Optimization exercise on an open flow, not production practice. RTL: at most simulated, not proved equivalent. Power: default activity.

`flow/config.mk`:
```
export PLATFORM = sky130hd
export DESIGN_NAME = cas2wav
export DESIGN_NICKNAME = cas2wav
export VERILOG_FILES = /design/flow/design.v
export SDC_FILE = /design/flow/constraint.sdc
export NUM_CORES = 4
export LEC_CHECK = 0
export ABC_AREA = 1
export CAP_MARGIN = 20
export CORE_MARGIN = 2
export CORE_UTILIZATION = 40
export SLEW_MARGIN = 20
```
`flow/constraint.sdc`:
```
create_clock -name core_clock -period 8.0 [get_ports {clk}]
set_input_delay 1.6000 -clock core_clock [delete_from_list [all_inputs] [get_ports {clk}]]
set_output_delay 1.6000 -clock core_clock [all_outputs]
set_load 0.01 [all_outputs]
```
`flow/design.v`:
```
module cas2wav_sine (
    input  wire [4:0] m,
    input  wire       neg,
    output wire [7:0] s
);
    wire [4:0] k = (m > 5'd9) ? 5'd18 - m : m;
    reg  [6:0] a;
    always @(*) begin
        case (k[3:0])
            4'd0: a = 7'd0;
            4'd1: a = 7'd22;
            4'd2: a = 7'd43;
            4'd3: a = 7'd63;
            4'd4: a = 7'd81;
            4'd5: a = 7'd97;
            4'd6: a = 7'd109;
            4'd7: a = 7'd119;
            4'd8: a = 7'd125;
            4'd9: a = 7'd127;
            default: a = 7'd0;
        endcase
    end
    wire [6:0] na = 7'd0 - a;
    assign s = neg ? {a == 7'd0, na} : {1'b1, a};
endmodule
module cas2wav_marker (
    input  wire [2:0] i,
    output reg  [7:0] b
);
    always @(*) begin
        case (i)
            3'd0: b = 8'h1F; 3'd1: b = 8'hA6;
            3'd2: b = 8'hDE; 3'd3: b = 8'hBA;
            3'd4: b = 8'hCC; 3'd5: b = 8'h13;
            3'd6: b = 8'h7D; default: b = 8'h74;
        endcase
    end
endmodule
module cas2wav #(
    parameter [31:0] OUT_CAP = 32'd2097152,
    parameter [31:0] CAS_CAP = 32'd65536
) (
    input  wire        clk,
    input  wire        rst,           
    input  wire        reg_wr,
    input  wire [7:0]  reg_addr,
    input  wire [31:0] reg_wdata,
    output reg  [31:0] reg_rdata,
    output wire        cas_rd,
    output wire [31:0] cas_addr,
    input  wire [7:0]  cas_rdata,
    output wire        out_wr,
    output wire [31:0] out_addr,
    output wire [7:0]  out_wdata,
    output wire        done
);
    localparam [3:0] S_IDLE   = 4'd0,
                     S_SRD    = 4'd1,    
                     S_SCK    = 4'd2,    
                     S_CRD    = 4'd3,    
                     S_CCK    = 4'd4,    
                     S_SIL    = 4'd5,    
                     S_HDR    = 4'd6,    
                     S_DRD    = 4'd7,    
                     S_DCK    = 4'd8,    
                     S_BYTE   = 4'd9,    
                     S_FIN    = 4'd10;   
    reg [31:0] baud;
    reg [31:0] leadin_s;
    reg [31:0] cas_len;
    reg        done_r;
    reg [1:0]  errc;         
    reg [1:0]  mode;
    reg        mode_valid;
    reg [3:0]  st;
    reg [16:0] pos;          
    reg [3:0]  idx;          
    reg [1:0]  typ;          
    reg        cont;         
    reg        eof;
    reg [21:0] wp;           
    reg [4:0]  m;            
    reg        neg;
    reg        half;         
    reg [13:0] cnt;          
    reg        bw;           
    reg [8:0]  sr;           
    wire [12:0] sec = {idx, sr};
    reg        nochk;        
    wire busy = (st != S_IDLE);
    wire err  = (errc != 2'd0);
    assign done = done_r;
    wire a_hi0 = (reg_addr[7:5] == 3'd0) && (reg_addr[1:0] == 2'd0);
    wire [2:0] ra = reg_addr[4:2];
    wire [31:0] status = {21'd0, mode_valid, mode, 2'b00, errc, 1'b0, err, done_r, busy};
    wire [21:0] out_len = (done_r && !err) ? wp : 22'd0;
    wire sel_st  = a_hi0 && (ra == 3'd1);
    wire sel_bd  = a_hi0 && (ra == 3'd2);
    wire sel_li  = a_hi0 && (ra == 3'd3);
    wire sel_cl  = a_hi0 && (ra == 3'd4);
    wire sel_ol  = a_hi0 && (ra == 3'd5) && done_r && !err;
    wire sel_oc  = a_hi0 && (ra == 3'd6);
    always @(*) begin
        reg_rdata = ({32{sel_bd}} & baud) | ({32{sel_li}} & leadin_s) |
                    ({32{sel_cl}} & cas_len) | ({32{sel_st}} & status) |
                    {10'd0, {22{sel_ol}} & wp} | ({32{sel_oc}} & OUT_CAP);
    end
    wire ctrl_wr   = reg_wr && a_hi0 && (ra == 3'd0);
    wire srst      = ctrl_wr && reg_wdata[1];
    wire start     = ctrl_wr && !reg_wdata[1] && reg_wdata[0] && !busy;
    wire config_ok = ((baud == 32'd1200) || (baud == 32'd2400)) &&
                     ($signed(leadin_s) <= $signed(32'd6213)) &&
                     (cas_len <= CAS_CAP);
    wire cfg_wr    = reg_wr && a_hi0 && !busy;
    wire k2 = baud[11];
    reg         c;
    reg         rb;
    wire [17:0] psum    = {pos, 1'b1} + {13'd0, idx, c};
    wire [16:0] rd_addr = psum[17:1];
    wire        at_end  = (rd_addr == cas_len[16:0]);
    wire        rd_st   = (st == S_SRD) || (st == S_CRD) || (st == S_DRD);
    wire [7:0]  mk;
    cas2wav_marker u_mk (.i(idx[2:0]), .b(mk));
    wire        mk_ok   = (cas_rdata == mk) && !nochk;
    assign cas_rd   = rd_st && !at_end;
    assign cas_addr = {15'd0, rd_addr};
    wire        emit  = (st == S_SIL) || (st == S_HDR) || (st == S_BYTE);
    wire        ovf   = wp[21];
    wire        tone  = (st == S_HDR) || ((st == S_BYTE) && sr[0]);
    wire [2:0]  inc   = tone ? (k2 ? 3'd4 : 3'd2) : (k2 ? 3'd2 : 3'd1);
    wire [5:0]  msum  = {1'b0, m} + {3'd0, inc};
    wire        mwrap = (msum >= 6'd18);
    wire        pend  = neg && mwrap;              
    wire        wrap  = pend && (!tone || half);   
    wire [7:0]  sine;
    cas2wav_sine u_sine (.m(m), .neg(neg), .s(sine));
    wire [7:0]  wbyte = (pos[1:0] == 2'd0) ? wp[7:0] :
                        (pos[1:0] == 2'd1) ? wp[15:8] : {2'd0, wp[21:16]};
    wire [8:0]  dsub  = {1'b0, wbyte} - ((pos[1:0] == 2'd0) ? 9'd44 : {8'd0, bw});
    wire [7:0]  dbyte = dsub[7:0];
    reg  [7:0]  hdr_b;
    always @(*) begin
        case (pos[5:0])
            6'd0:  hdr_b = 8'h52; 6'd1:  hdr_b = 8'h49; 6'd2:  hdr_b = 8'h46; 6'd3:  hdr_b = 8'h46;
            6'd4:  hdr_b = dbyte; 6'd5:  hdr_b = dbyte; 6'd6:  hdr_b = dbyte; 6'd7:  hdr_b = 8'h00;
            6'd8:  hdr_b = 8'h57; 6'd9:  hdr_b = 8'h41; 6'd10: hdr_b = 8'h56; 6'd11: hdr_b = 8'h45;
            6'd12: hdr_b = 8'h66; 6'd13: hdr_b = 8'h6D; 6'd14: hdr_b = 8'h74; 6'd15: hdr_b = 8'h20;
            6'd16: hdr_b = 8'h10; 6'd20: hdr_b = 8'h01; 6'd22: hdr_b = 8'h01;
            6'd24: hdr_b = 8'hC0; 6'd25: hdr_b = 8'hA8;
            6'd28: hdr_b = 8'hC0; 6'd29: hdr_b = 8'hA8;
            6'd32: hdr_b = 8'h01; 6'd34: hdr_b = 8'h08;
            6'd36: hdr_b = 8'h64; 6'd37: hdr_b = 8'h61; 6'd38: hdr_b = 8'h74; 6'd39: hdr_b = 8'h61;
            6'd40: hdr_b = dbyte; 6'd41: hdr_b = dbyte; 6'd42: hdr_b = dbyte;
            default: hdr_b = 8'h00;
        endcase
    end
    assign out_wr    = (emit && !ovf) || (st == S_FIN);
    assign out_addr  = (st == S_FIN) ? {26'd0, pos[5:0]} : {10'd0, wp};
    assign out_wdata = (st == S_FIN) ? hdr_b : (st == S_SIL) ? 8'h80 : sine;
    localparam [13:0] L_10 = 14'h1B6F, L_1199 = 14'h2DAC, L_2399 = 14'h1250,
                      L_1999 = 14'h0F9C, L_3999 = 14'h3C78,
                      L_7999 = 14'h07B9, L_15999 = 14'h3F67;
    wire [13:0] n_hdr = cont ? (k2 ? L_3999 : L_1999) : (k2 ? L_15999 : L_7999);
    wire [13:0] n_sec = k2 ? L_2399 : L_1199;
    wire [13:0] cnt_nx = {cnt[12:0], cnt[13] ^ cnt[12] ^ cnt[11] ^ cnt[1]};
    wire        cnt_end = (cnt == 14'h3FFF);
    wire        lead_pos = !leadin_s[31] && (leadin_s[12:0] != 13'd0);   
    wire        more_bin = typ[1] && !cont;
    wire        more     = (typ == 2'd1) ? !eof : more_bin;
    wire [7:0]  cls_b  = (typ == 2'd1) ? 8'hEA : (typ == 2'd2) ? 8'hD0 : 8'hD3;
    wire [1:0]  cls_t  = (idx == 4'd0) ? ((cas_rdata == 8'hEA) ? 2'd1 :
                                          (cas_rdata == 8'hD0) ? 2'd2 :
                                          (cas_rdata == 8'hD3) ? 2'd3 : 2'd0)
                                       : ((cas_rdata == cls_b) ? typ : 2'd0);
    always @(posedge clk) begin
        if (rst) begin
            baud       <= 32'd1200;
            leadin_s   <= 32'd0;
            cas_len    <= 32'd0;
            done_r     <= 1'b0;
            errc       <= 2'd0;
            mode       <= 2'd0;
            mode_valid <= 1'b0;
            st         <= S_IDLE;
        end else if (srst) begin
            done_r     <= 1'b0;
            errc       <= 2'd0;
            mode       <= 2'd0;
            mode_valid <= 1'b0;
            st         <= S_IDLE;
        end else begin
            if (cfg_wr) begin
                case (ra)
                    3'd2: baud     <= reg_wdata;
                    3'd3: leadin_s <= reg_wdata;
                    3'd4: cas_len  <= reg_wdata;
                    default: ;
                endcase
            end
            if (emit) begin
                if (!ovf) wp <= wp + 22'd1;
                m    <= mwrap ? msum[4:0] - 5'd18 : msum[4:0];
                neg  <= neg ^ mwrap;
                if (pend) half <= tone && !half;
            end
            if (rd_st && !at_end) begin
                if (rb) begin
                    pos <= rd_addr;
                    idx <= 4'd0;
                end else begin
                    idx <= idx + 4'd1;
                end
            end
            case (st)
                S_IDLE: begin
                    if (start) begin
                        mode       <= 2'd0;
                        mode_valid <= 1'b0;
                        if (config_ok) begin
                            done_r <= 1'b0;
                            errc   <= 2'd0;
                            pos    <= 17'd0;
                            idx    <= 4'd0;
                            c      <= 1'b0;
                            rb     <= 1'b1;
                            nochk  <= 1'b0;
                            wp     <= 22'd44;
                            st     <= S_SRD;
                        end else begin
                            done_r <= 1'b1;
                            errc   <= 2'd3;
                        end
                    end
                end
                S_SRD: begin
                    if (at_end) begin
                        pos <= 17'd0;
                        idx <= 4'd0;
                        c   <= 1'b1;
                        st  <= S_FIN;
                    end else begin
                        st <= S_SCK;
                    end
                end
                S_SCK: begin
                    c  <= mk_ok || (idx == 4'd0);
                    rb <= !mk_ok || (idx == 4'd7);
                    st <= (mk_ok && idx == 4'd7) ? S_CRD : S_SRD;
                end
                S_CRD: begin
                    if (at_end) begin
                        done_r <= 1'b1;
                        errc   <= 2'd1;
                        st     <= S_IDLE;
                    end else begin
                        st <= S_CCK;
                    end
                end
                S_CCK: begin
                    typ <= cls_t;
                    c   <= 1'b1;
                    rb  <= 1'b0;
                    st  <= S_CRD;
                    if (idx == 4'd9) begin
                        c    <= 1'b0;
                        rb   <= 1'b1;
                        cont <= 1'b0;
                        m    <= 5'd0;
                        neg  <= 1'b0;
                        half <= 1'b0;
                        cnt  <= n_sec;
                        st   <= S_SIL;
                        if (!mode_valid) begin
                            mode_valid <= 1'b1;
                            mode       <= cls_t;
                        end
                        {idx, sr} <= (cls_t != 2'd0 && lead_pos) ? leadin_s[12:0] : 13'd2;
                    end
                end
                S_SIL: begin
                    if (ovf) begin
                        done_r <= 1'b1;
                        errc   <= 2'd2;
                        st     <= S_IDLE;
                    end else if (wrap) begin
                        if (cnt_end) begin
                            if (sec == 13'd1) begin
                                cnt <= n_hdr;
                                st  <= S_HDR;
                            end else begin
                                {idx, sr} <= sec - 13'd1;
                                cnt <= n_sec;
                            end
                        end else begin
                            cnt <= cnt_nx;
                        end
                    end
                end
                S_HDR: begin
                    if (ovf) begin
                        done_r <= 1'b1;
                        errc   <= 2'd2;
                        st     <= S_IDLE;
                    end else if (wrap) begin
                        if (cnt_end) begin
                            eof <= 1'b0;
                            st  <= S_DRD;
                        end else begin
                            cnt <= cnt_nx;
                        end
                    end
                end
                S_DRD: begin
                    if (at_end) begin
                        if (rb) begin
                            if (more_bin) begin
                                cont <= 1'b1;
                                cnt  <= n_sec;
                                {idx, sr} <= 13'd1;
                                st   <= S_SIL;
                            end else begin
                                pos <= 17'd0;
                                idx <= 4'd0;
                                c   <= 1'b1;
                                st  <= S_FIN;
                            end
                        end else begin
                            nochk <= 1'b1;
                            idx   <= 4'd0;
                            c     <= 1'b0;
                            rb    <= 1'b1;
                        end
                    end else begin
                        st <= S_DCK;
                    end
                end
                S_DCK: begin
                    nochk <= 1'b0;
                    sr    <= {cas_rdata, 1'b0};
                    c     <= 1'b1;
                    rb    <= 1'b1;
                    if (mk_ok && idx == 4'd7) begin
                        pos <= rd_addr;      
                        idx <= 4'd0;
                        c   <= 1'b0;
                        if (more) begin
                            cont <= 1'b1;
                            cnt  <= n_sec;
                            {idx, sr} <= 13'd1;
                            st   <= S_SIL;
                        end else begin
                            st <= S_CRD;
                        end
                    end else if (mk_ok) begin
                        rb <= 1'b0;
                        st <= S_DRD;
                    end else if (idx != 4'd0) begin
                        nochk <= 1'b1;
                        idx   <= 4'd0;
                        c     <= 1'b0;
                        st    <= S_DRD;
                    end else begin
                        if (cas_rdata == 8'h1A) eof <= 1'b1;
                        cnt <= L_10;
                        st  <= S_BYTE;
                    end
                end
                S_BYTE: begin
                    if (ovf) begin
                        done_r <= 1'b1;
                        errc   <= 2'd2;
                        st     <= S_IDLE;
                    end else if (wrap) begin
                        sr <= {1'b1, sr[8:1]};
                        if (cnt_end)
                            st <= S_DRD;
                        else
                            cnt <= cnt_nx;
                    end
                end
                S_FIN: begin
                    pos <= rd_addr;      
                    bw  <= dsub[8];
                    if (pos[5:0] == 6'd43) begin
                        done_r <= 1'b1;
                        st     <= S_IDLE;
                    end
                end
                default: st <= S_IDLE;
            endcase
        end
    end
endmodule
```
`flow/flow/run.sh`:
```
#!/bin/bash
# The standard layout (standard.sh) with two changes made through ORFS's
# own hooks:
#  - after floorplan, the combinational logic is re-synthesized for area by
#    OpenROAD's restructure (ABC); registers are not touched;
#  - ports are buffered with the smallest buffer, buf_1, which the resizer
#    may still upsize.
# Each tool's output stays in its ORFS log; make's output goes to standard.log.
set -euo pipefail
W=$PWD
export OWN_FLOW_DIR=$W/flow
export POST_FLOORPLAN_TCL=$W/flow/restructure.tcl
export BUFFER_PORTS_ARGS="-buffer_cell sky130_fd_sc_hd__buf_1"
bash standard.sh > standard.log 2>&1
```
`flow/flow/libfilter.py`:
```
#!/usr/bin/env python3
# Copy a liberty file leaving out the named cells (the platform's don't-use
# list), so that ABC inside OpenROAD's restructure cannot pick them.
import re, sys
src, dst = sys.argv[1], sys.argv[2]
drop = set(sys.argv[3:])
text = open(src).read()
out = []
i = 0
pat = re.compile(r'^\s*cell\s*\(\s*"?([A-Za-z0-9_]+)"?\s*\)\s*\{', re.M)
while True:
    m = pat.search(text, i)
    if not m:
        out.append(text[i:])
        break
    name = m.group(1)
    # find the matching closing brace
    depth = 0
    j = m.end() - 1
    while True:
        ch = text[j]
        if ch == '{':
            depth += 1
        elif ch == '}':
            depth -= 1
            if depth == 0:
                break
        j += 1
    if name in drop or any(name.startswith(p.rstrip('*')) and p.endswith('*') for p in drop):
        out.append(text[i:m.start()])
    else:
        out.append(text[i:j + 1])
    i = j + 1
open(dst, 'w').write(''.join(out))
```
`flow/flow/restructure.tcl`:
```
# Sourced at the end of ORFS's floorplan step (POST_FLOORPLAN_TCL).
# Re-synthesizes the combinational logic for area with OpenROAD's restructure.
# ABC there reads the liberty directly, so it gets a copy without the
# platform's don't-use cells.
set rs_lib [lindex $::env(LIB_FILES) 0]
set rs_dir $::env(OBJECTS_DIR)/restructure
file mkdir $rs_dir
exec python3 $::env(OWN_FLOW_DIR)/libfilter.py $rs_lib $rs_dir/no_dont_use.lib \
  {*}$::env(DONT_USE_CELLS) >& $rs_dir/libfilter.log
puts "restructure: area before [sta::format_area [rsz::design_area] 0]"
remove_buffers
set tie_cell [lindex $::env(TIELO_CELL_AND_PORT) 0]
set tielo "$tie_cell/[lindex $::env(TIELO_CELL_AND_PORT) 1]"
set tiehi "[lindex $::env(TIEHI_CELL_AND_PORT) 0]/[lindex $::env(TIEHI_CELL_AND_PORT) 1]"

# Output ports driven by a tie cell, and which tie pin drives each. A later
# restructure pass can drop these ties, so they are put back afterwards.
set block [ord::get_db_block]
set port_ties [dict create]
foreach bt [$block getBTerms] {
  set net [$bt getNet]
  if { $net == "NULL" } { continue }
  foreach it [$net getITerms] {
    if { [$it isOutputSignal] && [[[$it getInst] getMaster] getName] == $tie_cell } {
      dict set port_ties [$bt getName] [[$it getMTerm] getName]
    }
  }
}

foreach pass {1 2 3} {
  restructure -target area -liberty_file $rs_dir/no_dont_use.lib \
    -tielo_port $tielo -tiehi_port $tiehi -work_dir $rs_dir \
    -abc_logfile $rs_dir/abc.log
  puts "restructure: area after pass $pass [sta::format_area [rsz::design_area] 0]"
}

proc net_has_driver { net } {
  foreach it [$net getITerms] {
    if { [$it isOutputSignal] } { return 1 }
  }
  foreach bt [$net getBTerms] {
    if { [$bt getIoType] == "INPUT" } { return 1 }
  }
  return 0
}

set tie_master [[ord::get_db] findMaster $tie_cell]
set n 0
dict for {port pin} $port_ties {
  set net [[$block findBTerm $port] getNet]
  if { ![net_has_driver $net] } {
    set inst [odb::dbInst_create $block $tie_master "restructure_tie_$n"]
    [$inst findITerm $pin] connect $net
    incr n
  }
}
puts "restructure: ties put back on $n output ports"

# nothing may be left undriven
foreach net [$block getNets] {
  if { [$net getSigType] != "SIGNAL" } { continue }
  if { [llength [$net getITerms]] + [llength [$net getBTerms]] < 2 } { continue }
  if { ![net_has_driver $net] } {
    error "restructure: net [$net getName] has no driver"
  }
}
```
`flow/standard.sh`:
```
#!/bin/bash
# synth_recipe.tcl (not shown) runs the flow's synth.tcl, then flattens the netlist and writes it again
# the make line also repeats each setting of config.mk as NAME=value (left out here)
make -C /OpenROAD-flow-scripts/flow DESIGN_CONFIG=/design/flow/config.mk WORK_HOME=/design/flow/orfs CLKGATE_MAP_FILE= SYNTH_SCRIPT=/design/flow/synth_recipe.tcl "${@:-finish}"
```
==> results of run 1 <==
## synthesized netlist by cell type (all sizes together), types with 6 or more instances
master	instances
edfxtp	81
clkinv	6
o211ai	7
nand3	199
o21ai	113
nor4	20
nor2	300
a21oi	65
a221oi	7
nand3b	7
o2111ai	12
a31oi	9
dfxtp	106
xor2	19
ha	35
nor3	46
nand2	468
nand4	35
buf	54
a211oi	93
o22ai	25
or2	6
clkbuf	34
o221ai	19
inv	352
## layout by cell type, fill, tap and decap left out, types with 9 or more instances in the layout
cell type  count
a211oi_1      13
a21oi_1      106
a221oi_1       9
a222oi_1      23
a22oi_1       39
a2bb2oi_1     13
buf_1        132
buf_4         23
clkbuf_16     17
clkinv_1     238
conb_1        25
dfxtp_1      106
edfxtp_1      81
nand2_1       55
nand4_1       21
nor2_1       142
nor3_1        39
nor4_1        24
o21a_1        18
o21ai_0      126
o221a_1       52
o221ai_1      43
o22ai_1       54
or4_1         14
## metrics by stage
step	instances	instance area (um2)
5_1_grt	1992	12950
4_1_cts	1992	12940
3_5_place_dp	1961	12360
6_report	1992	12950
3_3_place_gp	1961	12360
2_1_floorplan	2180	14470
## critical path: cells and delay by family (launching register included)
family                 cells  cell delay, ns
AOI/OAI and AO/OA         10            2.11
buffers and inverters      8            1.21
and+or+nand+nor            7            1.12
DFF                        1            0.56
## power breakdown
part           internal [uW]  leakage, uW  total [uW]  switching [uW]
clock network            445     0.000288         874             429
registers               1150      0.00162        1310             162
logic                    507      0.00223        1520            1020
total                   2100      0.00415        3710            1610
## flip-flops by register name (all words and copies together), names as in the netlist, 5 cells and up
name      count
baud         32
cas_len      32
cnt          14
leadin_s     32
m             5
pos          17
sr            9
wp           22
## cells by family (layout without fill, tap and decap cells)
logic type / after synthesis / after routing / synth area share [%]
AO/OA/AOI/OAI: 379 / 552 / 17.08
XOR/XNOR: 22 / 0 / 1.340
adder cells (fa/ha/maj): 37 / 0 / 3.324
buffers and inverters: 446 / 425 / 12.71
flip-flops: 187 / 187 / 31.68
other: 1 / 25 / 0.02608
AND/OR/NAND/NOR: 1084 / 342 / 33.84
## layout make-up
| type | instances | area share [%] |
|---|---|---|
| multi-input combinational | 919 | 43.79 |
| sequential | 187 | 35.17 |
| inverter | 239 | 6.928 |
| timing repair buffer | 155 | 5.160 |
| tap | 461 | 4.455 |
| clock buffer | 18 | 3.314 |
| clock inverter | 13 | 1.179 |
## routing by layer
metal  track usage [%]  vias up  share of wire [%]  wire length (um)
met5                 0        -                  0                 0
met4             9.302        0                3.7              1536
met3             4.411       82                8.0              3327
met2             34.02      536                 45             18930
met1             28.97     5567                 43             17960
li1                  -     5527                  -                 -
## final timing paths
| kind | from | end | slack [ns] | cells after the start |
|---|---|---|---|---|
| max reg2reg | idx[0] | idx[0] | 1.57 | 31 |
| max | idx[0] | cas_rd | 0.95 | 25 |
| min reg2reg | baud[20] | baud[20] | 0.46 | 2 |
| min | baud[20] | baud[20] | 0.46 | 2 |
==> notes.md, run 1 <==
* Layout area overhead at -9.938%
* Die H at 193.6 um
* Root Driver: clkbuf_16
* Max_cap viols at 0
* Port Buf Inserts at between 100 and 150
* WL final at about 42,000 um
* Synth Area per Inst at about 6.7 um2
* Final-report hold violation count at 0
* Synth area leader: edfxtp_1
* Most area-consuming cells after synthesis: edfxtp_1 (17%), dfxtp_1 (15%), nand2_1 (12%)
* Pin count of the biggest net entering global routing at 61
* Total track usage at between 20 and 25%
* Drt drc at 0
* Setup WS pre-CTS at around 1.6 ns
* Routed via count at between 10,000 and 15,000
* Routed Antenna Nets at 0
* CORE AREA at between 30,000 and 40,000 um2
* Initial antenna violation count at 0
* Slowest stage delay, CP at between 0.5 and 0.6 ns
* First-pass GRT wire length at roughly 64,000 um
* Status: no timing/DRC/antenna violations
* Hold WS at about 0.46 ns
* Asr flop ratio synth at 0%
* VDD IR-drop max at ~0.22 mV
* Power Dens Cells at between 200 and 300 nW/um2
* Critical path class: reg -> out
* Max-slew violations at 0
* Max_slew headroom at 27.05%
* Register area share after synthesis at 31.68%
* Fillers at ~3,700
* Post-synth EDFFs at 81
* Ys flop type: dfxtp_1
* Total congestion overflow at 0
* Post-layout min period at roughly 7.0 ns
* Seq. cell area at between 4000 and 5000 um2
* Vias/cell at 5.880
* Fmax at 141.9 MHz
* Worst EP arrival at around 5.5 ns
* I/O pins at between 150 and 200
* First-pass iteration count of the detailed router at 8
* Leak at between 0.004 and 0.005 uW
* Die ar. at around 37,000 um2
* Area of the multi-input gates at about 5700 um2
* Post-Syn Instances at 2,156
* Post-Syn Area at between 10,000 and 15,000 um2
* Cts bufs inserted at 17
* Final setup violation count at 0
* Post-layout util at a little over a third
* FP Rows at a little under 70
* Gpl congestion at around 0.94
* Ys Warns at 3
* First DRT Iteration DRCs at about 1,200
* CTS tree: yes
* Power, Total at 3708 uW
* Hold Crit Class: reg -> reg
* Slew @ Worst Pin at 1.084 ns
* Antenna diodes at 0
* Final Cycle Share at between 80% and 90%
* Number of global-route vias before repair at about 11,000
* Req. time, crit path at roughly 6.4 ns
* H-tree levels at 4
* Setup TNS at 0 ns
* FF+latch count, synth at 187
* Resized cells post-CTS at 0
* Wire per inst at between 20 and 25 um
* Yosys top cell area share at 16.92%
* Critical-path cell with the highest stage delay: edfxtp_1
* Critical Path End Type: primary output
* Fin nets at 1,570
* Synth cell types at 62
* Dpl hpwl at ~32,000 um
* RSZ-0062 raised after global routing: false
* Die outline width at just under 200 um
* Worst setup SP type: flip-flop
* Post-CTS setup buffer count at 0
* Initial Utilization at just over 40%
* Clk slew on worst S/H paths at around 0.070 ns
* TritonCTS Sinks at ~190
* Clk latency of the worst-skew pair at between 0.4 and 0.5 ns
* Post-CTS Hold Buffers at 0
* Clock Skew at roughly 0.018 ns
* Layout cell share with drive strength beyond 1 at between 4 and 5%
* CP Max Fanout at 11
* Max Buffers Root-to-Sink at 2
* Worst setup margin at ~0.95 ns
Testbench counts, summed over its fixed seeds: cycles 10,482,878.
==> run 2: changes to the inputs <==
--- a/flow/config.mk
+++ b/flow/config.mk
@@ -9,4 +9,5 @@
 export CAP_MARGIN = 20
 export CORE_MARGIN = 2
 export CORE_UTILIZATION = 40
+export CTS_BUF_LIST = sky130_fd_sc_hd__clkbuf_8
 export SLEW_MARGIN = 20
==> run 2 against run 1 <==
Compared with the run above:
- non-clock buffer count is the same
- critical endpoint unchanged
- worst setup slack lost 0.10 ns
- global-route usage is essentially flat
- final cell count grew 0.10%
- largest power group unchanged
- clock power shrank 24%
- power shrank 5.6%
- highest routed layer unchanged
==> notes.md, run 2 <==
* Reg2reg path depth at 31 (unchanged)
* Total track usage at 21.74% (+0.043 points)
* Reg power frac at 37.4% (+2.0 points)
* Clock power frac at 19.1% (-4.5 points)
* Ys flop type: dfxtp_1
* Synth cell types at 62 (unchanged)
* Status: no timing/DRC/antenna violations
* CP Max Fanout at 11 (unchanged)
* Layout area overhead at -11.24%
* Max_cap viols at 0 (unchanged)
* Most frequent cells in the layout: clkinv_1 (238), nor2_1 (142), buf_1 (132), o21ai_0 (126)
* Setup WS pre-CTS at 1.607 ns (unchanged)
* Die ar. at 37,480 um2 (unchanged)
* I/O pins at 158 (unchanged)
* Worst r2r dst: idx[0]
* First-pass GRT wire length at 63,960 um (about the same)
* Critical path class: reg -> out
* Most area-consuming cells after synthesis: edfxtp_1 (17%), dfxtp_1 (15%), nand2_1 (12%)
* Worst setup margin at 0.8513 ns (-0.09952 ns)
* Slew @ Worst Pin at 1.093 ns (+0.009050 ns)
* R2R Setup Slk at 1.51 ns (-0.06 ns)
* Resized cells post-CTS at 0 (unchanged)
* Yosys top cell area share at 16.92% (unchanged)
* Post-CTS setup buffer count at 0 (unchanged)
* Leading cell type in the layout, fill and taps excluded: clkinv_1
* Biggest regs: baud: 32 flops, cas_len: 32 flops, leadin_s: 32 flops
* Dpl hpwl at 31,670 um (unchanged)
* TritonCTS Sinks at 187 (unchanged)
* Hold WS at 0.4666 ns (+0.006656 ns)
* Pin count of the biggest net entering global routing at 61 (unchanged)
* Critical Path End Type: primary output
* Gpl congestion at 0.9419 (unchanged)
* Setup TNS at 0 ns (unchanged)
* Die outline width at 193.6 um (unchanged)
* Hold_sp: baud[20]
* Placed Area at 12,360 um2 (unchanged)
* Initial Utilization at 40.52% (unchanged)
* Root Driver: clkbuf_8
* Register area share after synthesis at 31.68% (unchanged)
* Initial antenna violation count at 0 (unchanged)
* FP Rows at 69 (unchanged)
* Hold Path Depth at 2 (unchanged)
* Synth Area per Inst at 6.669 um2 (unchanged)
* Number of global-route vias before repair at 10,810 (-0.57%)
* Comb pwr share at 43.5% (+2.4 points)
* Critical-path cell with the highest stage delay: edfxtp_1
* Routed via count at 11,750 (+0.34%)
* Most frequent cell after synthesis: nand2_1
* CORE AREA at 35,480 um2 (unchanged)
* Power Dens Cells at 274.2 nW/um2 (-4.2%)
* Drt drc at 0 (unchanged)
* First DRT Iteration DRCs at 1,213 (+2.6%)
* Final-report hold violation count at 0 (unchanged)
* H-tree levels at 4 (unchanged)
* Switching Fraction at 45.23% (+1.9 points)
* Max Buffers Root-to-Sink at 2 (unchanged)
* Post-Syn Area at 14,380 um2 (unchanged)
* WL final at 41,850 um (+0.23%)
* Hold Crit Class: reg -> reg
* Fmax at 139.9 MHz (-1.4%)
* Worst EP arrival at 5.55 ns (+0.10 ns)
* CTS tree: yes
* FF+latch count, synth at 187 (unchanged)
* First-pass iteration count of the detailed router at 6 (-2)
* Commonest cells post-synth: nand2_1 (444), inv_1 (341), nor2_1 (282), nand3_1 (177), o21ai_0 (108)
* Final Cycle Share at 89.36% (+1.2 points)
* Max_slew headroom at 26.45% (-0.61 points)
* Post-layout util at 35.97% (-0.53 points)
* Req. time, crit path at 6.40 ns (about the same)
* Max-slew violations at 0 (unchanged)
* Synth area leader: edfxtp_1
* Die H at 193.6 um (unchanged)
* Routed Antenna Nets at 0 (unchanged)
* Post-layout min period at 7.149 ns (+0.09952 ns)
* Fin nets at 1,570 (unchanged)
* Final setup violation count at 0 (unchanged)
* Final Cell Area at 12,760 um2 (-1.4%)
* Worst setup SP type: flip-flop
* Worst hold path endpoint: baud[20]
* Ys Warns at 3 (unchanged)
* Post-Syn Instances at 2,156 (unchanged)
* Asr flop ratio synth at 0% (unchanged)
* Clk slew on worst S/H paths at 0.11 ns (+0.04 ns)
* Internal power at 1917 uW (-8.8%)
* Leak at 0.004063 uW (-2.0%)
* Vias/cell at 5.894 (+0.24%)
* VDD IR-drop max at 0.1203 mV (-46%)
* Layout cell share with drive strength beyond 1 at 4.246% (unchanged)
* Clock Skew at 0.02026 ns (+0.002613 ns)
* Cts bufs inserted at 17 (unchanged)
* Wire per inst at 20.99 um (+0.13%)
* Total congestion overflow at 0 (unchanged)
* Clk latency of the worst-skew pair at 0.50 ns (+0.05 ns)
* Slowest stage delay, CP at 0.57 ns (about the same)
* Port Buf Inserts at 132 (unchanged)
* RR Startpoint: idx[0]
* RSZ-0062 raised after global routing: false
* Post-synth EDFFs at 81 (unchanged)
* Post-CTS Hold Buffers at 0 (unchanged)
* Sw power at 1583 uW (-1.5%)
[run 2: layer usage]
metal | GRT usage (%) | wire, um | vias up
met1 | 29.01 | 17740 | 5592
met4 | 8.793 | 1450 | 0
li1 | - | - | 5518
met2 | 34.09 | 19070 | 571
met3 | 4.777 | 3590 | 71
met5 | 0 | 0 | -
[run 2: cells by family after synthesis]
| kind of cell | Yosys count | synth area share [%] |
|---|---|---|
| flops | 187 | 31.68 |
| simple gates | 1084 | 33.84 |
| xor+xnor | 22 | 1.340 |
| buf+inv | 446 | 12.71 |
| fa+ha+maj | 37 | 3.324 |
| other cells | 1 | 0.02608 |
| compound gates | 379 | 17.08 |
[run 2: worst max path at each step]
stage	from	cells after the start	end
3_5_place_dp	idx[0]	25	cas_rd
3_3_place_gp	idx[0]	25	cas_rd
6_report	idx[0]	25	cas_rd
5_1_grt	idx[0]	25	cas_rd
4_1_cts	idx[0]	25	cas_rd
2_1_floorplan	reg_addr[6]	7	reg_rdata[10]
[run 2: worst max-delay path, delay by kind of cell, from the launching register on]
| kind | cells | cell delay (ns) |
|---|---|---|
| AOI/OAI and AO/OA | 10 | 2.13 |
| buffers and inverters | 8 | 1.20 |
| DFF | 1 | 0.57 |
| and+or+nand+nor | 7 | 1.14 |
[run 2: layout make-up]
type | instances | area (um2)
Timing Repair Buffer | 155 | 668.1
Tap cell | 461 | 576.8
Fill cell | 3731 | 22720
Multi-Input combinational cell | 919 | 5670
Inverter | 239 | 897.1
Clock inverter | 14 | 156.4
Sequential cell | 187 | 4554
Antenna cell | 2 | 5.005
Clock buffer | 17 | 234.0
[run 2: power by group through the flow]
stage	Clock (uW)	Sequential [uW]	Combinational, uW
4_1_cts	678	1310	1500
6_report	667	1310	1520
5_1_grt	713	1330	1680
3_3_place_gp	0	1330	1490
2_1_floorplan	0	1050	254
3_5_place_dp	0	1330	1500
[run 2: metrics by stage]
step | total power, uW | instances
6_report | 3500 | 1994
3_3_place_gp | 2815 | 1961
2_1_floorplan | 1300 | 2180
5_1_grt | 3724 | 1992
3_5_place_dp | 2823 | 1961
4_1_cts | 3486 | 1992
==> run 3: changes to the inputs <==
--- a/flow/design.v
+++ b/flow/design.v
@@ -108,9 +108,12 @@
     wire ctrl_wr   = reg_wr && a_hi0 && (ra == 3'd0);
     wire srst      = ctrl_wr && reg_wdata[1];
     wire start     = ctrl_wr && !reg_wdata[1] && reg_wdata[0] && !busy;
-    wire config_ok = ((baud == 32'd1200) || (baud == 32'd2400)) &&
-                     ($signed(leadin_s) <= $signed(32'd6213)) &&
-                     (cas_len <= CAS_CAP);
+    wire baud_ok   = (baud[31:12] == 20'd0) &&
+                     ((baud[11:0] == 12'd1200) || (baud[11:0] == 12'd2400));
+    wire lead_ok   = leadin_s[31] ||
+                     ((leadin_s[30:13] == 18'd0) && (leadin_s[12:0] <= 13'd6213));
+    wire len_ok    = (cas_len[31:17] == 15'd0) && (!cas_len[16] || (cas_len[15:0] == 16'd0));
+    wire config_ok = baud_ok && lead_ok && len_ok;
     wire cfg_wr    = reg_wr && a_hi0 && !busy;
     wire k2 = baud[11];
     reg         c;
==> run 3 against run 2 <==
Compared with the run above:
- still clean on timing, DRC and antenna
- first-iteration DRC count up 16%
- worst setup slack got worse by 0.14 ns
- maximum frequency shrank 1.9%
- critical path depth is 1 lower
- routed wire length is 0.19% higher
- synthesized area is 1.5% lower
- clock skew fell by 0.00066 ns
- flip-flop and latch count is the same
- via count is 0.31% lower
- combinational power fell by 34%
- clock power up 6.6%
- count of clock-buffer cells in the layout unchanged
==> notes.md, run 3 <==
* Number of global-route vias before repair at 10,460 (-3.2%)
* Final-report hold violation count at 0 (unchanged)
* Root Driver: clkbuf_8
* Setup TNS at 0 ns (unchanged)
* Status: no timing/DRC/antenna violations
* FF+latch count, synth at 187 (unchanged)
* Max_cap viols at 0 (unchanged)
* Die H at 192.2 um (-0.73%)
* Leading cell type in the layout, fill and taps excluded: clkinv_1
* Final Cycle Share at 91.07% (+1.7 points)
* RR Startpoint: idx[0]
* Routed via count at 11,720 (-0.31%)
* Max Buffers Root-to-Sink at 2 (unchanged)
* Wire per inst at 21.40 um (+2.0%)
* Die ar. at 36,930 um2 (-1.5%)
* Vias/cell at 5.981 (+1.5%)
* Drt drc at 0 (unchanged)
* VDD IR-drop max at 0.1468 mV (+22%)
* Worst hold path endpoint: leadin_s[20]
* Initial Utilization at 40.80% (+0.28 points)
* Routed Antenna Nets at 0 (unchanged)
* Die outline width at 192.2 um (-0.73%)
* Commonest cells post-synth: nand2_1 (478), inv_1 (315), nor2_1 (288), nand3_1 (141), dfxtp_1 (106)
* Post-Syn Area at 14,160 um2 (-1.5%)
* Ys flop type: dfxtp_1
* Crit path launch: idx[0]
* Post-Syn Instances at 2,129 (-1.3%)
* Synth Area per Inst at 6.653 um2 (-0.24%)
* Dpl hpwl at 31,530 um (-0.44%)
* Max-slew violations at 0 (unchanged)
* Total track usage at 22.40% (+0.67 points)
* WL final at 41,930 um (+0.19%)
* Synth area leader: edfxtp_1
* Clk latency of the worst-skew pair at 0.51 ns (about the same)
* Hold Path Depth at 2 (unchanged)
* Layout cell share with drive strength beyond 1 at 4.927% (+0.68 points)
* Synth cell types at 57 (-8.1%)
* Post-layout min period at 7.286 ns (+0.1369 ns)
* Max_slew headroom at 25.91% (-0.53 points)
* Req. time, crit path at 6.40 ns (about the same)
* Power Dens Cells at 228.4 nW/um2 (-17%)
* Worst setup SP type: flip-flop
* Most frequent cells in the layout: clkinv_1 (231), nor2_1 (168), buf_1 (132), o21ai_0 (107), dfxtp_1 (106)
* Pin count of the biggest net entering global routing at 89 (+46%)
* Hold WS at 0.4573 ns (-0.009270 ns)
* Clk slew on worst S/H paths at 0.11 ns (about the same)
* Worst setup margin at 0.7145 ns (-0.1369 ns)
* Port Buf Inserts at 132 (unchanged)
* Layout area overhead at -9.735%
* Gpl congestion at 0.9307 (-1.2%)
* Hold Crit Class: reg -> reg
* Power, Total at 2920 uW (-17%)
* CORE AREA at 34,710 um2 (-2.2%)
* Ys Warns at 3 (unchanged)
* Register area share after synthesis at 32.16% (+0.48 points)
* Setup WS pre-CTS at 0.7230 ns (-0.8837 ns)
* First-pass GRT wire length at 63,010 um (-1.5%)
* Yosys top cell area share at 17.17% (+0.26 points)
* Cts bufs inserted at 17 (unchanged)
* First DRT Iteration DRCs at 1,413 (+16%)
* Total congestion overflow at 0 (unchanged)
* Critical path class: reg -> out
* Fin nets at 1,540 (-1.9%)
* Post-synth EDFFs at 81 (unchanged)
* Initial antenna violation count at 3 (+3)
* Clock Skew at 0.01960 ns (-0.0006620 ns)
* Critical Path End Type: primary output
* Biggest regs: baud: 32 flops, cas_len: 32 flops, leadin_s: 32 flops
* TritonCTS Sinks at 187 (unchanged)
* Asr flop ratio synth at 0% (unchanged)
* Reg2reg path depth at 25 (-19%)
* Fmax at 137.3 MHz (-1.9%)
* Final Cell Area at 12,780 um2 (+0.18%)
* I/O pins at 158 (unchanged)
* RSZ-0062 raised after global routing: false
* Most area-consuming cells after synthesis: edfxtp_1 (17%), dfxtp_1 (15%), nand2_1 (13%)
* Placed Area at 12,240 um2 (-0.95%)
* Worst r2r dst: pos[10]
* Leak at 0.004098 uW (+0.87%)
* CP Max Fanout at 11 (unchanged)
* First-pass iteration count of the detailed router at 9 (+3)
* R2R Setup Slk at 1.87 ns (+0.36 ns)
* Final setup violation count at 0 (unchanged)
* Worst EP arrival at 5.69 ns (+0.14 ns)
* Hold_sp: leadin_s[20]
* Slew @ Worst Pin at 1.110 ns (+0.01691 ns)
* Most frequent cell after synthesis: nand2_1
* CTS tree: yes
* FP Rows at 68 (-1.4%)
* H-tree levels at 4 (unchanged)
[run 3: cell families (layout without fill, tap and decap cells)]
| group | after synthesis | in the layout | synth area share, % |
|---|---|---|---|
| AOI/OAI and AO/OA | 374 | 513 | 16.99 |
| xor gates and xnor gates | 32 | 1 | 2.173 |
| adders and majority gates | 38 | 0 | 3.463 |
| buffers and inverters | 420 | 427 | 12.03 |
| DFF | 187 | 187 | 32.16 |
| other | 1 | 27 | 0.02648 |
| and+or+nand+nor | 1077 | 349 | 33.16 |
[run 3: critical path: stages, from the launching register on]
cell	delay (ns)
edfxtp_1	0.52
clkinvlp_4	0.26
o21ai_1	0.25
o21ai_0	0.11
o21ai_0	0.14
o21ai_0	0.18
clkinv_1	0.07
o22ai_1	0.10
nor2_1	0.20
nor4b_2	0.32
nand2_1	0.17
nor2_1	0.20
nand2_1	0.14
a2111oi_1	0.36
o221ai_1	0.19
a2111oi_0	0.41
o2111ai_1	0.17
a21oi_1	0.13
o21ai_0	0.10
a2111oi_1	0.28
buf_4	0.23
clkinv_1	0.12
o21ai_2	0.15
clkinv_1	0.18
buf_1	0.21
[run 3: through the flow]
step	util [%]	instances
6_report	36.83	1959
2_1_floorplan	-	2153
3_3_place_gp	35.27	1920
5_1_grt	36.82	1957
4_1_cts	36.52	1952
3_5_place_dp	35.27	1920
[run 3: worst max-delay path by stage]
stage,endpoint
final,cas_rd
after global routing,cas_rd
after CTS,cas_rd
after detailed placement,cas_rd
after global placement,cas_rd
after floorplan,cnt[0]
[run 3: where the power goes]
group	internal, uW	switching [uW]	leakage, uW
clock	297	414	0.000217
sequential	1090	104	0.00162
combinational	333	681	0.00227
total	1720	1200	0.00410
[run 3: timing repair]
action / 4_1_cts / 5_1_grt
endpoints found under the setup margin: 0 / 1
setup buffers: 0 / 3
hold buffers: 0 / 0
resized for setup: 0 / 7
[run 3: final cells by class]
type                            count  area (um2)
Multi-Input combinational cell    888        5587
Timing Repair Buffer              160       745.7
Clock inverter                     15       200.2
Tap cell                          455       569.3
Fill cell                        3608       21930
Inverter                          235       889.6
Antenna cell                        2       5.005
Sequential cell                   187        4554
Clock buffer                       17       234.0
[run 3: per-layer routing]
| metal | vias up | global-route usage, % | wire (um) |
|---|---|---|---|
| li1 | 5414 | - | - |
| met1 | 5614 | 31.77 | 18320 |
| met2 | 630 | 34.59 | 18680 |
| met3 | 58 | 4.458 | 4145 |
| met4 | 0 | 5.901 | 784 |
| met5 | - | 0 | 0 |
Testbench counts of run 3, summed over its fixed seeds: cycles 10,482,878.
==> run 4: changes to the inputs <==
==> flow/flow/run.sh (replaced) <==
#!/bin/bash
# The standard layout (standard.sh) with two changes made through ORFS's
# own hooks:
#  - after floorplan, the combinational logic is re-synthesized for area by
#    OpenROAD's restructure (ABC); registers are not touched;
#  - ports are buffered with the smallest buffer, buf_1, which the resizer
#    may still upsize;
#  - clock tree synthesis uses clkbuf_8 and no dummy loads.
# Each tool's output stays in its ORFS log; make's output goes to standard.log.
set -euo pipefail
W=$PWD
export OWN_FLOW_DIR=$W/flow
export POST_FLOORPLAN_TCL=$W/flow/restructure.tcl
export BUFFER_PORTS_ARGS="-buffer_cell sky130_fd_sc_hd__buf_1"
export CTS_ARGS="-sink_clustering_enable -repair_clock_nets -buf_list sky130_fd_sc_hd__clkbuf_8 -dont_use_dummy_load"
bash standard.sh > standard.log 2>&1
==> run 4 against run 3 <==
Compared with the run above:
- still clean
- die area unchanged
- routed wire length up 0.10%
- combinational power hardly changed
- synthesized area unchanged
- hold slack got worse by 0.00061 ns
- power shrank 7.0%
- final cell count shrank 0.87%
- critical path depth unchanged
- sequential share of layout area up 0.67 points
- non-clock buffer count shrank 2
- sequential power about the same
- highest routed layer unchanged
==> notes.md, run 4 <==
* Most frequent cell after synthesis: nand2_1
* WL final at 41,970 um (+0.10%)
* First-pass iteration count of the detailed router at 8 (-1)
* Cell mode on critical path: o21ai_0
* Internal power at 1611 uW (-6.4%)
* Vias/cell at 6.033 (+0.88%)
* Fillers at 3,630 (+0.61%)
* Leak at 0.003992 uW (-2.6%)
* H-tree levels at 4 (unchanged)
* CTS tree: yes
* Most frequent cells in the layout: clkinv_1 (230), nor2_1 (168), buf_1 (132), o21ai_0 (107), dfxtp_1 (106)
* Worst setup margin at 0.7464 ns (+0.03194 ns)
* Layout cell share with drive strength beyond 1 at 3.906% (-1.0 points)
* Placed insts at 1,920 (unchanged)
* Power Dens Cells at 216.3 nW/um2 (-5.3%)
* Clock power frac at 18.7% (-5.6 points)
* Final Cycle Share at 90.67% (-0.40 points)
* Post-CTS Hold Buffers at 0 (unchanged)
* Die H at 192.2 um (unchanged)
* FP Rows at 68 (unchanged)
* Fin nets at 1,538 (-0.13%)
* Hold Crit Class: reg -> reg
* Dpl hpwl at 31,530 um (unchanged)
* Final Cell Area at 12,550 um2 (-1.8%)
* VDD IR-drop max at 0.1416 mV (-3.6%)
* Fmax at 137.9 MHz (+0.44%)
* Most area-consuming cells after synthesis: edfxtp_1 (17%), dfxtp_1 (15%), nand2_1 (13%)
* Hold Path Depth at 2 (unchanged)
* Setup TNS at 0 ns (unchanged)
* Initial Utilization at 40.80% (unchanged)
* Die ar. at 36,930 um2 (unchanged)
* Cells along the critical path: clkinvlp_4 > o21ai_1 > o21ai_0 > o21ai_0 > o21ai_0 > clkinv_1 > o22ai_1 > nor2_1 > nor4b_2 > nand2_1 > nor2_1 > nand2_1 > a2111oi_1 > o221ai_1 > a2111oi_0 > o2111ai_1 > a21oi_1 > o21ai_0 > a2111oi_1 > buf_4 > clkinv_1 > o21ai_2 > clkinv_1 > buf_1
* Req. time, crit path at 6.40 ns (about the same)
* Ys flop type: dfxtp_1
* Max_slew headroom at 27.27% (+1.4 points)
* Leading cell type in the layout, fill and taps excluded: clkinv_1
* Post-synth EDFFs at 81 (unchanged)
* Reg power frac at 44.0% (+3.1 points)
* Port Buf Inserts at 132 (unchanged)
* Asr flop ratio synth at 0% (unchanged)
* I/O pins at 158 (unchanged)
* Gpl congestion at 0.9307 (unchanged)
* Switching Fraction at 40.68% (-0.39 points)
* Drt drc at 0 (unchanged)
* Routed Antenna Nets at 0 (unchanged)
* TritonCTS Sinks at 187 (unchanged)
* Max-slew violations at 0 (unchanged)
* Max Buffers Root-to-Sink at 2 (unchanged)
* Total track usage at 22.33% (-0.074 points)
* Yosys top cell area share at 17.17% (unchanged)
* Clk latency of the worst-skew pair at 0.50 ns (about the same)
* Clock Skew at 0.05150 ns (+0.03191 ns)
* Cts bufs inserted at 17 (unchanged)
* Initial antenna violation count at 3 (unchanged)
* Reg2reg path depth at 25 (unchanged)
* Finished Layout Cells at 1,942 (-0.87%)
* CP Max Fanout at 11 (unchanged)
* R2R Setup Slk at 1.90 ns (+0.03 ns)
* Wire per inst at 21.61 um (+0.98%)
* Post-Syn Instances at 2,129 (unchanged)
* Register area share after synthesis at 32.16% (unchanged)
* Routed via count at 11,720 (+0.0085%)
* Worst setup SP type: flip-flop
* Worst hold path endpoint: leadin_s[20]
* Worst EP arrival at 5.65 ns (-0.04 ns)
* RSZ-0062 raised after global routing: false
* Final-report hold violation count at 0 (unchanged)
* Status: no timing/DRC/antenna violations
* Sw power at 1104 uW (-7.9%)
* Highest Signal Layer: met4
* Top cell family by delay on the critical path: compound AO/OA/AOI/OAI gates
* CORE AREA at 34,710 um2 (unchanged)
* Slowest stage delay, CP at 0.51 ns (about the same)
* Commonest cells post-synth: nand2_1 (478), inv_1 (315), nor2_1 (288), nand3_1 (141), dfxtp_1 (106)
* Layout area overhead at -11.40%
* Wire length on met2 at 18,640 um (-0.25%)
* Comb pwr share at 37.3% (+2.6 points)
* Pin count of the biggest net entering global routing at 89 (unchanged)
* Synth Area per Inst at 6.653 um2 (unchanged)
* Die outline width at 192.2 um (unchanged)
* Critical path class: reg -> out
* Final setup violation count at 0 (unchanged)
* Biggest regs: baud: 32 flops, cas_len: 32 flops, leadin_s: 32 flops
* Ys Warns at 3 (unchanged)
* Wire length on met3 at 4182 um (+0.89%)
* Critical Path End Type: primary output
* Clk slew on worst S/H paths at 0.09 ns (-0.02 ns)
* WP buf/inv at 6 (unchanged)
* Hold_sp: leadin_s[20]
* Worst r2r dst: cnt[12]
* Total congestion overflow at 0 (unchanged)
* Placed Area at 12,240 um2 (unchanged)
* Synth area leader: edfxtp_1
* Number of global-route vias before repair at 10,440 (-0.20%)
* Max_cap viols at 0 (unchanged)
* RR Startpoint: idx[0]
* First DRT Iteration DRCs at 1,427 (+0.99%)
* Critical-path cell with the highest stage delay: edfxtp_1
* Setup WS pre-CTS at 0.7230 ns (unchanged)
* Root Driver: clkbuf_8
* M1 WL at 18,320 um (about the same)
* Post-Syn Area at 14,160 um2 (unchanged)
* Synth cell types at 57 (unchanged)
* Slew @ Worst Pin at 1.090 ns (-0.02035 ns)
* FF+latch count, synth at 187 (unchanged)
* First-pass GRT wire length at 62,870 um (-0.22%)
* Post-layout min period at 7.254 ns (-0.03194 ns)
==> run 4: worst max path at each step <==
| stage | startpoint | endpoint | slack (ns) | depth (start not counted) |
|---|---|---|---|---|
| 2_1_floorplan | st[3] | cnt[0] | 2.94 | 23 |
| 3_3_place_gp | idx[0] | cas_rd | 0.85 | 24 |
| 3_5_place_dp | pos[0] | cas_rd | 0.72 | 24 |
| 4_1_cts | pos[0] | cas_rd | 0.15 | 24 |
| 5_1_grt | idx[0] | cas_rd | 0.07 | 24 |
| 6_report | idx[0] | cas_rd | 0.75 | 24 |
==> run 4: stage by stage <==
stage / hold WS [ns] / util [%] / power [uW]
after floorplan: 0.4393 / - / 1309
after global placement: 0.4389 / 35.27 / 2188
after detailed placement: 0.4448 / 35.27 / 2189
after CTS: 0.4599 / 35.95 / 2692
after global routing: 0.4935 / 36.14 / 2870
final: 0.4567 / 36.15 / 2715
==> run 4: cell families after synthesis <==
family | synth area share (%)
simple gates | 33.16
buf+inv | 12.03
compound gates | 16.99
flops | 32.16
fa+ha+maj | 3.463
xor+xnor | 2.173
other cells | 0.02648
==> run 4: timing repair <==
action	CTS	global route
gates resized for setup	0	7
buffers inserted	0	2
endpoints found under the setup margin	0	1
==> run 4: final cells by class <==
type | instances | area, um2 | share of cell area (%)
diodes | 2 | 5.005 | 0.03988
multi-input cells | 888 | 5587 | 44.52
clock buffers | 17 | 234.0 | 1.864
inverters | 235 | 889.6 | 7.089
well taps | 455 | 569.3 | 4.536
flip-flops and latches | 187 | 4554 | 36.29
repair buffers | 158 | 710.7 | 5.663
==> run 4: worst reg2reg max path, stage by stage (launching register included) <==
cell        delay [ns]
edfxtp_1          0.51
clkinvlp_4        0.26
o21ai_1           0.24
o21ai_0           0.11
o21ai_0           0.14
o21ai_0           0.18
clkinv_1          0.07
o22ai_1           0.10
nor2_1            0.21
nor4b_2           0.32
nand2_1           0.16
nor2_1            0.21
nand2_1           0.14
a2111oi_1         0.36
o221ai_1          0.20
a2111oi_0         0.41
o2111ai_1         0.17
a21oi_1           0.13
o21ai_0           0.10
a2111oi_1         0.28
buf_4             0.24
clkinv_1          0.13
nor3_1            0.39
o221ai_1          0.26
nor4_2            0.19
buf_4             0.27
==> run 4: metal layers <==
layer | vias to the layer above | global-route usage (%)
met5 | - | 0
met4 | 0 | 5.696
met3 | 62 | 4.239
met2 | 624 | 34.45
met1 | 5640 | 31.89
li1 | 5391 | -
==> run 4: power by group through the flow <==
stage	Sequential (uW)	Combinational (uW)	Clock (uW)
after floorplan	1050	262	0
after global placement	1210	979	0
after detailed placement	1210	977	0
after CTS	1190	981	521
after global routing	1210	1110	554
final	1200	1010	508
==> run 5: changes to the inputs <==
--- a/flow/flow/run.sh
+++ b/flow/flow/run.sh
@@ -1,5 +1,5 @@
 #!/bin/bash
-# The standard layout (standard.sh) with two changes made through ORFS's
+# The standard layout (standard.sh) with these changes made through ORFS's
 # own hooks:
 #  - after floorplan, the combinational logic is re-synthesized for area by
 #    OpenROAD's restructure (ABC); registers are not touched;
==> run 5 against run 4 <==
Compared with the run above:
- sequential share of layout area unchanged
- count of clock-buffer cells in the layout unchanged
- worst setup slack unchanged
- synthesized area unchanged
- clock power about the same
==> notes.md, run 5 <==
* Clk slew on worst S/H paths at 0.09 ns (about the same)
* CORE AREA at 34,710 um2 (unchanged)
* Post-Syn Instances at 2,129 (unchanged)
* TritonCTS Sinks at 187 (unchanged)
* First-pass iteration count of the detailed router at 8 (unchanged)
* FP Rows at 68 (unchanged)
* Fillers at 3,630 (unchanged)
* Max-slew violations at 0 (unchanged)
* Synth cell types at 57 (unchanged)
* Dpl hpwl at 31,530 um (unchanged)
* Layout cell share with drive strength beyond 1 at 3.906% (unchanged)
* Power, Total at 2715 uW (unchanged)
* Slew @ Worst Pin at 1.090 ns (unchanged)
* Die H at 192.2 um (unchanged)
* Worst EP arrival at 5.65 ns (about the same)
* Fin nets at 1,538 (unchanged)
* Drt drc at 0 (unchanged)
* Max Buffers Root-to-Sink at 2 (unchanged)
* VDD IR-drop max at 0.1416 mV (unchanged)
* Port Buf Inserts at 132 (unchanged)
* Yosys top cell area share at 17.17% (unchanged)
* Most area-consuming cells after synthesis: edfxtp_1 (17%), dfxtp_1 (15%), nand2_1 (13%)
* Placed insts at 1,920 (unchanged)
* Routed Antenna Nets at 0 (unchanged)
* Max_cap viols at 0 (unchanged)
* First-pass GRT wire length at 62,870 um (unchanged)
* Status: no timing/DRC/antenna violations
* WL final at 41,970 um (unchanged)
* Max_slew headroom at 27.27% (unchanged)
* Asr flop ratio synth at 0% (unchanged)
* Gpl congestion at 0.9307 (unchanged)
* RR Startpoint: idx[0]
* Hold Path Depth at 2 (unchanged)
* Die ar. at 36,930 um2 (unchanged)
* RSZ-0062 raised after global routing: false
* Biggest regs: baud: 32 flops, cas_len: 32 flops, leadin_s: 32 flops
* Vias/cell at 6.033 (unchanged)
* FF+latch count, synth at 187 (unchanged)
* Die outline width at 192.2 um (unchanged)
* Post-synth EDFFs at 81 (unchanged)
* Initial Utilization at 40.80% (unchanged)
* Switching Fraction at 40.68% (unchanged)
* Layout area overhead at -11.40% (unchanged)
* Hold Crit Class: reg -> reg
* Critical path class: reg -> out
* Post-layout min period at 7.254 ns (unchanged)
* H-tree levels at 4 (unchanged)
* Most frequent cell after synthesis: nand2_1
* Synth Area per Inst at 6.653 um2 (unchanged)
* Number of global-route vias before repair at 10,440 (unchanged)
* Cts bufs inserted at 17 (unchanged)
* Sw power at 1104 uW (unchanged)
* Setup TNS at 0 ns (unchanged)
* Wire per inst at 21.61 um (unchanged)
* Power Dens Cells at 216.3 nW/um2 (unchanged)
* Internal power at 1611 uW (unchanged)
* Final setup violation count at 0 (unchanged)
* Worst r2r dst: cnt[12]
* Ys flop type: dfxtp_1
* First DRT Iteration DRCs at 1,427 (unchanged)
* I/O pins at 158 (unchanged)
* Finished Layout Cells at 1,942 (unchanged)
* Total track usage at 22.33% (unchanged)
* Clock power frac at 18.7% (about the same)
* Worst setup SP type: flip-flop
* Synth area leader: edfxtp_1
* Register area share after synthesis at 32.16% (unchanged)
* Reg2reg path depth at 25 (unchanged)
* Comb pwr share at 37.3% (about the same)
* Worst hold path endpoint: leadin_s[20]
* Hold_sp: leadin_s[20]
* R2R Setup Slk at 1.90 ns (about the same)
* Most frequent cells in the layout: clkinv_1 (230), nor2_1 (168), buf_1 (132), o21ai_0 (107), dfxtp_1 (106)
* Routed via count at 11,720 (unchanged)
* Final-report hold violation count at 0 (unchanged)
* Ys Warns at 3 (unchanged)
* Commonest cells post-synth: nand2_1 (478), inv_1 (315), nor2_1 (288), nand3_1 (141), dfxtp_1 (106)
* CP Max Fanout at 11 (unchanged)
* Total congestion overflow at 0 (unchanged)
* Fmax at 137.9 MHz (unchanged)
* Leading cell type in the layout, fill and taps excluded: clkinv_1
* Pin count of the biggest net entering global routing at 89 (unchanged)
* Reg power frac at 44.0% (about the same)
* Clock Skew at 0.05150 ns (unchanged)
* CTS tree: yes
* Critical Path End Type: primary output
* Root Driver: clkbuf_8
* Final Cycle Share at 90.67% (unchanged)
* Post-layout util at 36.15% (unchanged)
* Clk latency of the worst-skew pair at 0.50 ns (about the same)
* Initial antenna violation count at 3 (unchanged)
* Post-Syn Area at 14,160 um2 (unchanged)
* Leak at 0.003992 uW (unchanged)
* Req. time, crit path at 6.40 ns (about the same)
* Hold WS at 0.4567 ns (unchanged)
==> run 5: cell counts after synthesis <==
No cell type changed its count.
==> run 5: power by group through the flow <==
stage	registers, uW	clock network, uW	logic [uW]
floorplan	1050	0	262
global placement	1210	0	979
detailed placement	1210	0	977
CTS	1190	521	981
global route	1210	554	1110
finish	1200	508	1010
==> run 5: timing repair <==
item	CTS	global route
endpoints found under the setup margin	0	1
resized for setup	0	7
buffers inserted	0	2
hold buffers	0	0
==> run 5: per-layer routing <==
layer	global-route usage [%]	up-vias	wire length, um	share of wire, %
met5	0	-	0	0
met4	5.696	0	836	2.0
met3	4.239	62	4182	10
met2	34.45	624	18640	44
met1	31.89	5640	18320	44
li1	-	5391	-	-
==> run 5: cell families (layout without fill, tap and decap cells) <==
| group | after synthesis | count (layout) | share of synthesized area (%) |
|---|---|---|---|
| XOR/XNOR | 32 | 1 | 2.173 |
| adder cells (fa/ha/maj) | 38 | 0 | 3.463 |
| AND/OR/NAND/NOR | 1077 | 349 | 33.16 |
| other | 1 | 27 | 0.02648 |
| AO/OA/AOI/OAI | 374 | 513 | 16.99 |
| flip-flops | 187 | 187 | 32.16 |
| buffers and inverters | 420 | 410 | 12.03 |
==> run 5: metrics by stage <==
| step | setup slack (ns) | cell area (um2) |
|---|---|---|
| final | 0.7464 | 12550 |
| after CTS | 0.1450 | 12480 |
| after global placement | 0.8483 | 12240 |
| after detailed placement | 0.7230 | 12240 |
| after global routing | 0.06788 | 12540 |
| after floorplan | 2.937 | 14250 |
==> run 5: cell type report <==
class                   instances  area [um2]  share of cell area, %
clock buffers                  17       234.0                  1.864
well taps                     455       569.3                  4.536
inverters                     235       889.6                  7.089
multi-input cells             888        5587                  44.52
flip-flops and latches        187        4554                  36.29
diodes                          2       5.005                0.03988
repair buffers                158       710.7                  5.663
==> run 5: worst max-delay path by stage <==
stage | from | end | depth (start not counted)
floorplan | st[3] | cnt[0] | 23
global placement | idx[0] | cas_rd | 24
detailed placement | pos[0] | cas_rd | 24
CTS | pos[0] | cas_rd | 24
global route | idx[0] | cas_rd | 24
finish | idx[0] | cas_rd | 24
==> run 5: critical path, cell delays in order, from the launching register on <==
cell        delay, ns
edfxtp_1         0.51
clkinvlp_4       0.25
o21ai_1          0.24
o21ai_0          0.11
o21ai_0          0.14
o21ai_0          0.18
clkinv_1         0.07
o22ai_1          0.10
nor2_1           0.21
nor4b_2          0.32
nand2_1          0.16
nor2_1           0.21
nand2_1          0.14
a2111oi_1        0.36
o221ai_1         0.20
a2111oi_0        0.41
o2111ai_1        0.17
a21oi_1          0.13
o21ai_0          0.10
a2111oi_1        0.28
buf_4            0.24
clkinv_1         0.12
o21ai_2          0.15
clkinv_1         0.18
buf_1            0.21
==> run 6: changes to the inputs <==
--- a/flow/config.mk
+++ b/flow/config.mk
@@ -8,6 +8,6 @@
 export ABC_AREA = 1
 export CAP_MARGIN = 20
 export CORE_MARGIN = 2
-export CORE_UTILIZATION = 40
+export CORE_UTILIZATION = 60
 export CTS_BUF_LIST = sky130_fd_sc_hd__clkbuf_8
 export SLEW_MARGIN = 20
==> run 6 against run 5 <==
Compared with the run above:
- power down 0.36%
- maximum frequency down 0.64%
- global-route usage up 9.8 points
- synthesized cell count unchanged
- first-iteration DRC count up 5.0%
- worst setup slack worse by 0.047 ns
- largest power group unchanged
- sequential power about the same
- register-to-register slack worse by 0.26 ns
- core utilization up 17 points
==> notes.md, run 6 <==
* Status: no timing/DRC/antenna violations
* Hold WS at 0.4552 ns (-0.001504 ns)
* Placed insts at 1,787 (-6.9%)
* Most frequent cells in the layout: clkinv_1 (231), nor2_1 (168), buf_1 (132), o21ai_0 (108), dfxtp_1 (106)
* Vias/cell at 6.362 (+5.4%)
* Root Driver: clkbuf_8
* Slowest stage delay, CP at 0.58 ns (+0.07 ns)
* Synth Area per Inst at 6.653 um2 (unchanged)
* Clock power frac at 18.4% (-0.3 points)
* Critical path class: reg -> out
* WL final at 40,630 um (-3.2%)
* Drt drc at 0 (unchanged)
* Gpl congestion at 1.009 (+8.4%)
* Initial antenna violation count at 0 (-3)
* Clk latency of the worst-skew pair at 0.47 ns (-0.03 ns)
* Max Buffers Root-to-Sink at 2 (unchanged)
* Power Dens Cells at 218.2 nW/um2 (+0.87%)
* Worst EP arrival at 5.70 ns (+0.05 ns)
* Critical Path End Type: primary output
* TritonCTS Sinks at 187 (unchanged)
* Hold_sp: leadin_s[20]
* Post-CTS Hold Buffers at 0 (unchanged)
* Reg power frac at 44.3% (+0.3 points)
* Cells along the critical path: clkinv_1 > o21ai_0 > o21ai_0 > clkinv_1 > o22ai_1 > nor2_1 > nor4b_2 > nand2_1 > nor2_1 > nand2_1 > a2111oi_0 > o221ai_1 > a2111oi_0 > o2111ai_1 > a21oi_1 > o21ai_0 > a2111oi_2 > buf_4 > clkinv_1 > o21ai_0 > clkinv_1 > buf_1
* VDD IR-drop max at 0.09063 mV (-36%)
* Die ar. at 24,850 um2 (-33%)
* Post-synthesis compound-gate area fraction at 16.99% (unchanged)
* Dpl hpwl at 30,480 um (-3.3%)
* CORE AREA at 23,330 um2 (-33%)
* Worst setup margin at 0.6997 ns (-0.04667 ns)
* Port Buf Inserts at 132 (unchanged)
* Yosys top cell area share at 17.17% (unchanged)
* Commonest cells post-synth: nand2_1 (478), inv_1 (315), nor2_1 (288), nand3_1 (141), dfxtp_1 (106)
* Comb pwr share at 37.2% (about the same)
* Register area share after synthesis at 32.16% (unchanged)
* Max_cap viols at 0 (unchanged)
* Wire per inst at 22.51 um (+4.1%)
* Synth Area in Adders at 3.463% (unchanged)
* First-pass GRT wire length at 61,110 um (-2.8%)
* Post-synth EDFFs at 81 (unchanged)
* Finished Layout Cells at 1,805 (-7.1%)
* Routed Antenna Nets at 0 (unchanged)
* Total congestion overflow at 0 (unchanged)
* Asr flop ratio synth at 0% (unchanged)
* Die outline width at 157.6 um (-18%)
* Clock Skew at 0.05986 ns (+0.008354 ns)
* Synth Area in Simple Gates at 33.16% (unchanged)
* Total track usage at 32.17% (+9.8 points)
* Critical-path cell with the highest stage delay: edfxtp_1
* Largest family of logic cells by synthesized area: simple AND/OR/NAND/NOR gates
* Worst setup SP type: flip-flop
* Switching Fraction at 40.43% (-0.25 points)
* First-pass iteration count of the detailed router at 8 (unchanged)
* Final setup violation count at 0 (unchanged)
* Req. time, crit path at 6.40 ns (about the same)
* First DRT Iteration DRCs at 1,498 (+5.0%)
* Leak at 0.003990 uW (about the same)
* Leading cell type in the layout, fill and taps excluded: clkinv_1
* FF+latch count, synth at 187 (unchanged)
* Layout cell share with drive strength beyond 1 at 3.903% (about the same)
* Synth cell types at 57 (unchanged)
* Synth area leader: edfxtp_1
* Mux contribution to synthesized area at 0% (unchanged)
* Internal power at 1611 uW (about the same)
* Post-layout min period at 7.300 ns (+0.04667 ns)
* H-tree levels at 4 (unchanged)
* Slew @ Worst Pin at 0.9083 ns (-0.1815 ns)
* Hold Crit Class: reg -> reg
* Ys Warns at 3 (unchanged)
* Post-Syn Instances at 2,129 (unchanged)
* Power, Total at 2705 uW (-0.36%)
* FP Rows at 56 (-18%)
* Ys flop type: dfxtp_1
* Antenna diodes at 0 (-2)
* Final-report hold violation count at 0 (unchanged)
* Sw power at 1093 uW (-0.98%)
* Routed via count at 11,480 (-2.0%)
* Setup TNS at 0 ns (unchanged)
* Clk slew on worst S/H paths at 0.10 ns (about the same)
* Cts bufs inserted at 17 (unchanged)
* I/O pins at 158 (unchanged)
* RR Startpoint: pos[1]
* Max_slew headroom at 39.12% (+12 points)
* Max-slew violations at 0 (unchanged)
* CP Max Fanout at 11 (unchanged)
* Xor/xnor cell area share of the yosys netlist at 2.173% (unchanged)
* Most frequent cell after synthesis: nand2_1
* CTS tree: yes
* Setup WS pre-CTS at 0.9835 ns (+0.2605 ns)
* Die H at 157.6 um (-18%)
* Pin count of the biggest net entering global routing at 89 (unchanged)
* Post-Syn Area at 14,160 um2 (unchanged)
* Final Cycle Share at 91.25% (+0.58 points)
* Fin nets at 1,539 (+0.065%)
* Biggest regs: baud: 32 flops, cas_len: 32 flops, leadin_s: 32 flops
* Most area-consuming cells after synthesis: edfxtp_1 (17%), dfxtp_1 (15%), nand2_1 (13%)
* Initial Utilization at 60.70% (+20 points)
* RSZ-0062 raised after global routing: false
* Fmax at 137.0 MHz (-0.64%)
* Layout area overhead at -12.48%
* Number of global-route vias before repair at 10,650 (+2.0%)
* Crit path launch: pos[1]
-- run 6: what timing repair did --
| action | in CTS | in global routing |
|---|---|---|
| setup buffers | 0 | 0 |
| gates resized for setup | 0 | 5 |
| hold endpoints to repair | 0 | 0 |
| endpoints found under the setup margin | 0 | 1 |
-- run 6: power groups by stage --
stage	registers (uW)	clock network, uW	logic, uW
after floorplan	1050	0	262
final	1200	499	1010
after detailed placement	1210	0	977
after CTS	1190	508	981
after global routing	1210	538	1100
after global placement	1210	0	978
-- run 6: path summary, 6_finish.rpt --
path / to / slack (ns) / cells past startpoint
worst min register to register: leadin_s[20] / 0.46 / 2
worst max register to register: pos[6] / 1.64 / 23
worst max-delay path: cas_rd / 0.70 / 22
worst min-delay path: leadin_s[20] / 0.46 / 2
-- run 6: worst max-delay path: cells and delay by family (launching register included) --
| family | cells | cell delay [ns] |
|---|---|---|
| AOI/OAI and AO/OA | 11 | 2.46 |
| buffers and inverters | 6 | 1.15 |
| and+or+nand+nor | 5 | 1.04 |
| DFF | 1 | 0.58 |
-- run 6: cell type report --
cell class / count / area [um2]
clock buffer: 17 / 234.0
sequential: 187 / 4554
multi-input combinational: 888 / 5600
tap: 319 / 399.1
inverter: 235 / 889.6
timing repair buffer: 159 / 718.2
fill: 2322 / 10940
-- run 6: kinds of logic after synthesis --
kind of cell / after synthesis
AND/OR/NAND/NOR: 1077
buffers and inverters: 420
AO/OA/AOI/OAI: 374
flip-flops: 187
adder cells (fa/ha/maj): 38
XOR/XNOR: 32
other: 1
-- run 6: through the flow --
step                instance area [um2]  util, %
global placement                  12110    51.89
floorplan                         14250        -
CTS                               12350    52.93
detailed placement                12120    51.93
finish                            12400    53.13
global route                      12400    53.13
-- run 6: per-layer routing --
| metal | routed length (um) | track usage [%] |
|---|---|---|
| met5 | 0 | 0 |
| met4 | 1552 | 13.38 |
| met3 | 2846 | 4.955 |
| met2 | 19170 | 52.61 |
| met1 | 17070 | 42.53 |
